Context: an optimization exercise on an open-source flow, tuned for small area, a short achievable clock period and few clock cycles. The choices shown serve that exercise and are no tape-out recipe.

==> run a <==
==> flow/design.v <==
`default_nettype none
module fehuf_decoder (
    input  wire        clk,
    input  wire        rst,             
    input  wire        start,           
    input  wire [31:0] src_off,
    input  wire [31:0] src_len,
    output wire        in_req,
    output wire [31:0] in_addr,
    input  wire        in_ack,
    input  wire [31:0] in_rdata,        
    output reg         out_valid,
    output reg  [7:0]  out_data,
    input  wire        out_ready,
    output wire [1:0]  state,           
    output reg  [3:0]  err,
    output reg         trailing,
    output reg         short_out,
    output wire [23:0] out_len,
    output wire [23:0] exp_len
);
    localparam integer D  = 2;                
    localparam integer NE = 1 << D;           
    localparam integer LB = $clog2(D + 1);    
    localparam [1:0] ST_IDLE = 2'd0, ST_BUSY = 2'd1, ST_DONE = 2'd2, ST_FAULT = 2'd3;
    localparam [1:0] PH_H1 = 2'd0,    
                     PH_H2 = 2'd1,    
                     PH_FILL = 2'd2,  
                     PH_WALK = 2'd3;  
    reg  [1:0]  st;
    reg  [1:0]  ph;
    assign state = st;
    reg  [31:0] off;
    reg  [22:0] rem;       
    reg  [31:2] ga;        
    reg  [1:0]  ga_lo;
    reg  [8:0]  x;         
    reg  [1:0]  f;         
    reg  [8:0]  cntx;      
    reg  [6:0]  p0x;       
    reg  [1:0]  bf;        
    reg  [31:0] w;         
    reg  [5:0]  n;         
    reg         mode_m;    
    reg         first;     
    reg  [D-1:0] fc;       
    reg         fld;       
    reg  [16:0] olen;
    reg  [16:0] elen;
    assign out_len = {7'd0, olen};
    assign exp_len = {7'd0, elen};
    reg [NE-1:0]    lk;
    reg [NE*LB-1:0] ll;
    reg [NE*9-1:0]  lv;
    reg [NE*2-1:0]  lf;
    function [D-1:0] rep_idx(input [D-1:0] c);
        integer i, lvl;
        begin
            lvl = 0;
            for (i = 0; i < D; i = i + 1)
                if (c[i]) lvl = i;              
            rep_idx = (c ^ ({{(D-1){1'b0}}, 1'b1} << lvl)) << (D - lvl);
        end
    endfunction
    function integer clvl(input integer c);
        integer i;
        begin
            clvl = 0;
            for (i = 0; i < D; i = i + 1)
                if ((c >> i) & 1) clvl = i + 1;
        end
    endfunction
    wire        busy  = (st == ST_BUSY);
    wire        walk  = busy && (ph == PH_WALK);
    wire        fill  = busy && (ph == PH_FILL);
    wire        eq    = (olen == elen);
    wire        remg  = |rem[22:2];
    wire        xok   = (x <= cntx);
    wire        nz    = (n != 6'd0);
    wire [31:0] ta    = off + {22'd0, x, 1'b0};
    wire        use_ga = walk && !nz && !first;
    assign in_addr = use_ga ? {ga, ga_lo} : ta;
    wire [23:0] pl      = {1'b0, rem} - {14'd0, cntx, 1'b0} - 24'd2;
    wire        len_ok6 = (rem >= 23'd6);
    assign in_req = busy && (
                      (ph == PH_H1)   ? len_ok6 :
                      (ph == PH_H2)   ? 1'b1 :
                      (ph == PH_FILL) ? (!fld && xok) :
                      (!eq && (nz ? xok : remg)));
    wire        stall = (in_req && !in_ack) || (out_valid && !out_ready);
    wire        go    = !stall;
    wire [7:0]  e0    = in_rdata[7:0];
    wire [7:0]  e1    = in_rdata[15:8];
    wire [8:0]  sum0  = x + {3'd0, e0[5:0]} + 9'd1;
    wire [8:0]  sum1  = x + {3'd0, e1[5:0]} + 9'd1;
    wire        leaf0 = f[1];
    wire        leaf1 = f[0];
    wire [D-1:0] lidx = fill ? rep_idx(fld ? fc : fc + 1'b1)
                             : (mode_m ? w[30 -: D] : w[31 -: D]);
    wire          r_k = lk[lidx];
    wire [LB-1:0] r_l = ll[lidx*LB +: LB];
    wire [8:0]    r_v = lv[lidx*9 +: 9];
    wire [1:0]    r_f = lf[lidx*2 +: 2];
    wire        b      = w[31];
    wire [7:0]  eb     = b ? e1 : e0;
    wire [8:0]  sumb   = b ? sum1 : sum0;
    wire        leafb  = b ? leaf1 : leaf0;
    wire        usable = ({{(6-LB){1'b0}}, r_l} <= n);
    wire        foldok = !r_k && ({{(6-LB){1'b0}}, r_l} < n);
    wire        lut_step = !mode_m && usable;      
    wire        mem_step = !lut_step;              
    reg  [2:0]  s;         
    always @(*) begin
        if (lut_step)
            s = {{(3-LB){1'b0}}, r_l};
        else if (leafb && mode_m && foldok)
            s = 3'd1 + {{(3-LB){1'b0}}, r_l};
        else
            s = 3'd1;
    end
    wire          fexp   = xok;
    wire          flast  = (fc == {D{1'b1}});
    integer i, c;
    always @(posedge clk) begin
        if (rst) begin
            st        <= ST_IDLE;
            out_valid <= 1'b0;
            out_data  <= 8'd0;
            err       <= 4'd0;
            trailing  <= 1'b0;
            short_out <= 1'b0;
            olen      <= 17'd0;
            elen      <= 17'd0;
        end else if (!busy) begin
            if (start) begin
                off       <= src_off;
                rem       <= {|src_len[31:22], src_len[21:0]};
                x         <= 9'd2;
                err       <= 4'd0;
                trailing  <= 1'b0;
                short_out <= 1'b0;
                olen      <= 17'd0;
                elen      <= 17'd0;
                st        <= ST_BUSY;
                ph        <= PH_H1;
            end
        end else begin
          if (out_ready)
              out_valid <= 1'b0;          
          if (go) begin
            case (ph)
                PH_H1: begin
                    if (rem < 23'd4) begin
                        err <= 4'd2;
                        st  <= ST_FAULT;
                    end else if (!len_ok6) begin
                        err <= 4'd3;
                        st  <= ST_FAULT;
                    end else begin
                        cntx <= {1'b0, in_rdata[7:0]} + 9'd2;
                        p0x  <= {1'b0, in_rdata[13:8]} + 7'd3;
                        bf   <= in_rdata[15:14];
                        x    <= 9'd0;
                        ph   <= PH_H2;
                    end
                end
                PH_H2: begin
                    if (pl[23]) begin
                        err <= 4'd3;
                        st  <= ST_FAULT;
                    end else if (in_rdata[7:0] != 8'h28) begin
                        err <= 4'd4;
                        st  <= ST_FAULT;
                    end else if (in_rdata[31:8] > 24'd65536) begin
                        err <= 4'd10;
                        st  <= ST_FAULT;
                    end else begin
                        rem  <= pl[22:0];
                        elen <= in_rdata[24:8];
                        x    <= {2'd0, p0x};
                        f    <= bf;
                        fc   <= {{(D-1){1'b0}}, 1'b1};
                        fld  <= 1'b0;
                        ph   <= PH_FILL;
                    end
                end
                PH_FILL: begin
                    if (fld) begin
                        x   <= r_k ? 9'h1ff : r_v;
                        f   <= r_f;
                        fld <= 1'b0;
                    end else begin
                        for (c = 1; c < NE; c = c + 1) begin
                            if (fc == c) begin
                                for (i = 0; i < NE; i = i + 1) begin
                                    if ((i >> (D - clvl(c) + 1)) == (c - (1 << (clvl(c) - 1)))) begin
                                        if (!fexp) begin
                                            if (c == 1) begin
                                                lk[i]            <= 1'b0;
                                                ll[i*LB +: LB]   <= {LB{1'b0}};
                                                lv[i*9 +: 9]     <= x;
                                                lf[i*2 +: 2]     <= f;
                                            end
                                        end else if (((i >> (D - clvl(c))) & 1) != 0) begin
                                            lk[i]            <= leaf1;
                                            ll[i*LB +: LB]   <= clvl(c);
                                            lv[i*9 +: 9]     <= leaf1 ? {1'b0, e1} : sum1;
                                            lf[i*2 +: 2]     <= e1[7:6];
                                        end else begin
                                            lk[i]            <= leaf0;
                                            ll[i*LB +: LB]   <= clvl(c);
                                            lv[i*9 +: 9]     <= leaf0 ? {1'b0, e0} : sum0;
                                            lf[i*2 +: 2]     <= e0[7:6];
                                        end
                                    end
                                end
                            end
                        end
                        if (flast) begin
                            x      <= cntx + 9'd1;
                            f      <= bf;
                            w      <= 32'd0;
                            n      <= 6'd0;
                            mode_m <= 1'b0;
                            first  <= 1'b1;
                            ph     <= PH_WALK;
                        end else if (fc == 1 && D > 1) begin
                            fld <= 1'b1;            
                            fc  <= fc + 1'b1;
                        end else begin
                            x   <= r_k ? 9'h1ff : r_v;
                            f   <= r_f;
                            fc  <= fc + 1'b1;
                        end
                    end
                end
                PH_WALK: begin
                    if (eq || (!nz && !remg)) begin
                        short_out <= !eq;
                        trailing  <= |rem;
                        st        <= ST_DONE;
                    end else if (!nz) begin
                        w     <= in_rdata;
                        n     <= 6'd32;
                        rem   <= rem - 23'd4;
                        ga    <= in_addr[31:2] + 30'd1;
                        if (first) begin
                            ga_lo <= in_addr[1:0];
                            x     <= {2'd0, p0x};
                        end
                        first <= 1'b0;
                    end else if (mem_step && !xok) begin
                        err  <= 4'd5;
                        olen <= 17'd0;
                        st   <= ST_FAULT;
                    end else begin
                        w <= w << s;
                        n <= n - {3'd0, s};
                        if (lut_step) begin
                            if (r_k) begin
                                out_valid <= 1'b1;
                                out_data  <= r_v[7:0];
                                olen      <= olen + 17'd1;
                            end else begin
                                x      <= r_v;
                                f      <= r_f;
                                mode_m <= 1'b1;
                            end
                        end else if (leafb) begin
                            out_valid <= 1'b1;
                            out_data  <= eb;
                            olen      <= olen + 17'd1;
                            if (mode_m && foldok) begin
                                x      <= r_v;
                                f      <= r_f;
                                mode_m <= 1'b1;
                            end else begin
                                x      <= {2'd0, p0x};
                                f      <= bf;
                                mode_m <= 1'b0;
                            end
                        end else begin
                            x      <= sumb;
                            f      <= eb[7:6];
                            mode_m <= 1'b1;
                        end
                    end
                end
            endcase
          end
        end
    end
endmodule
`default_nettype wire
==> flow/run.sh <==
#!/bin/bash
# synth_recipe.tcl (not shown) runs the flow's synth.tcl, then flattens the netlist and writes it again
# the make line also repeats each setting of config.mk as NAME=value (left out here)
make -C /OpenROAD-flow-scripts/flow DESIGN_CONFIG=/design/flow/config.mk WORK_HOME=/design/flow/orfs CLKGATE_MAP_FILE= SYNTH_SCRIPT=/design/flow/synth_recipe.tcl finish
==> flow/config.mk <==
export PLATFORM = sky130hd
export DESIGN_NAME = fehuf_decoder
export DESIGN_NICKNAME = fehuf_decoder
export VERILOG_FILES = /design/flow/design.v
export SDC_FILE = /design/flow/constraint.sdc
export NUM_CORES = 4
export LEC_CHECK = 0
export CAP_MARGIN = 20
export CORE_MARGIN = 2
export CORE_UTILIZATION = 40
export PLACE_DENSITY = 0.6
export SLEW_MARGIN = 20
==> flow/constraint.sdc <==
create_clock -name core_clock -period 5.0 [get_ports {clk}]
set_input_delay 1.0000 -clock core_clock [delete_from_list [all_inputs] [get_ports {clk}]]
set_output_delay 1.0000 -clock core_clock [all_outputs]
set_load 0.01 [all_outputs]
==> inputs of run b, as changes to run a <==
--- a/flow/design.v
+++ b/flow/design.v
@@ -21,3 +21,3 @@
 );
-    localparam integer D  = 2;                
+    localparam integer D  = 3;                
     localparam integer NE = 1 << D;           
==> qor.yml <==
final_cells: 2835
endpoint: "in_addr[18]"
outcome: "no timing/DRC/antenna violations"
dieArea_sq_um: 47500
cpLargestDelayFamily: "compound AO/OA/AOI/OAI gates"
-- figures above: run a

==> qor.yml <==
dieArea_sq_um: 58200
cpLargestDelayFamily: "simple AND/OR/NAND/NOR gates"
endpoint: "in_addr[26]"
outcome: "no timing/DRC/antenna violations"
final_cells: 3419
-- figures above: run b

Function was not checked in any run of this note: the RTL went through the layout flow alone.

==> separate check: timing with driven ports <==
The flow's constraints put no driver on any port. The routed layouts listed below were extracted and timed again, unchanged, in two steps. Step 1 assumes that a clkbuf_16 drives the clock port and a buf_2 every other input. Step 2 adds t to the input delays and takes it off the output delays; t is the mean of the earliest and latest rising clock arrival at the registers after step 1. Input paths then give back, and output paths get back, about the clock's delay inside the block. Three values: ideal, step 1, step 2; two values: the first two.
run	shift t [ns]	setup WS [ns]	worst data-port slew with drivers (ns)
run a	0.594	0.135 / 0.075 / 0.179	0.12
run b	0.647	0.067 / 0.002 / 0.181	0.09
After both steps every run listed still meets setup and hold.
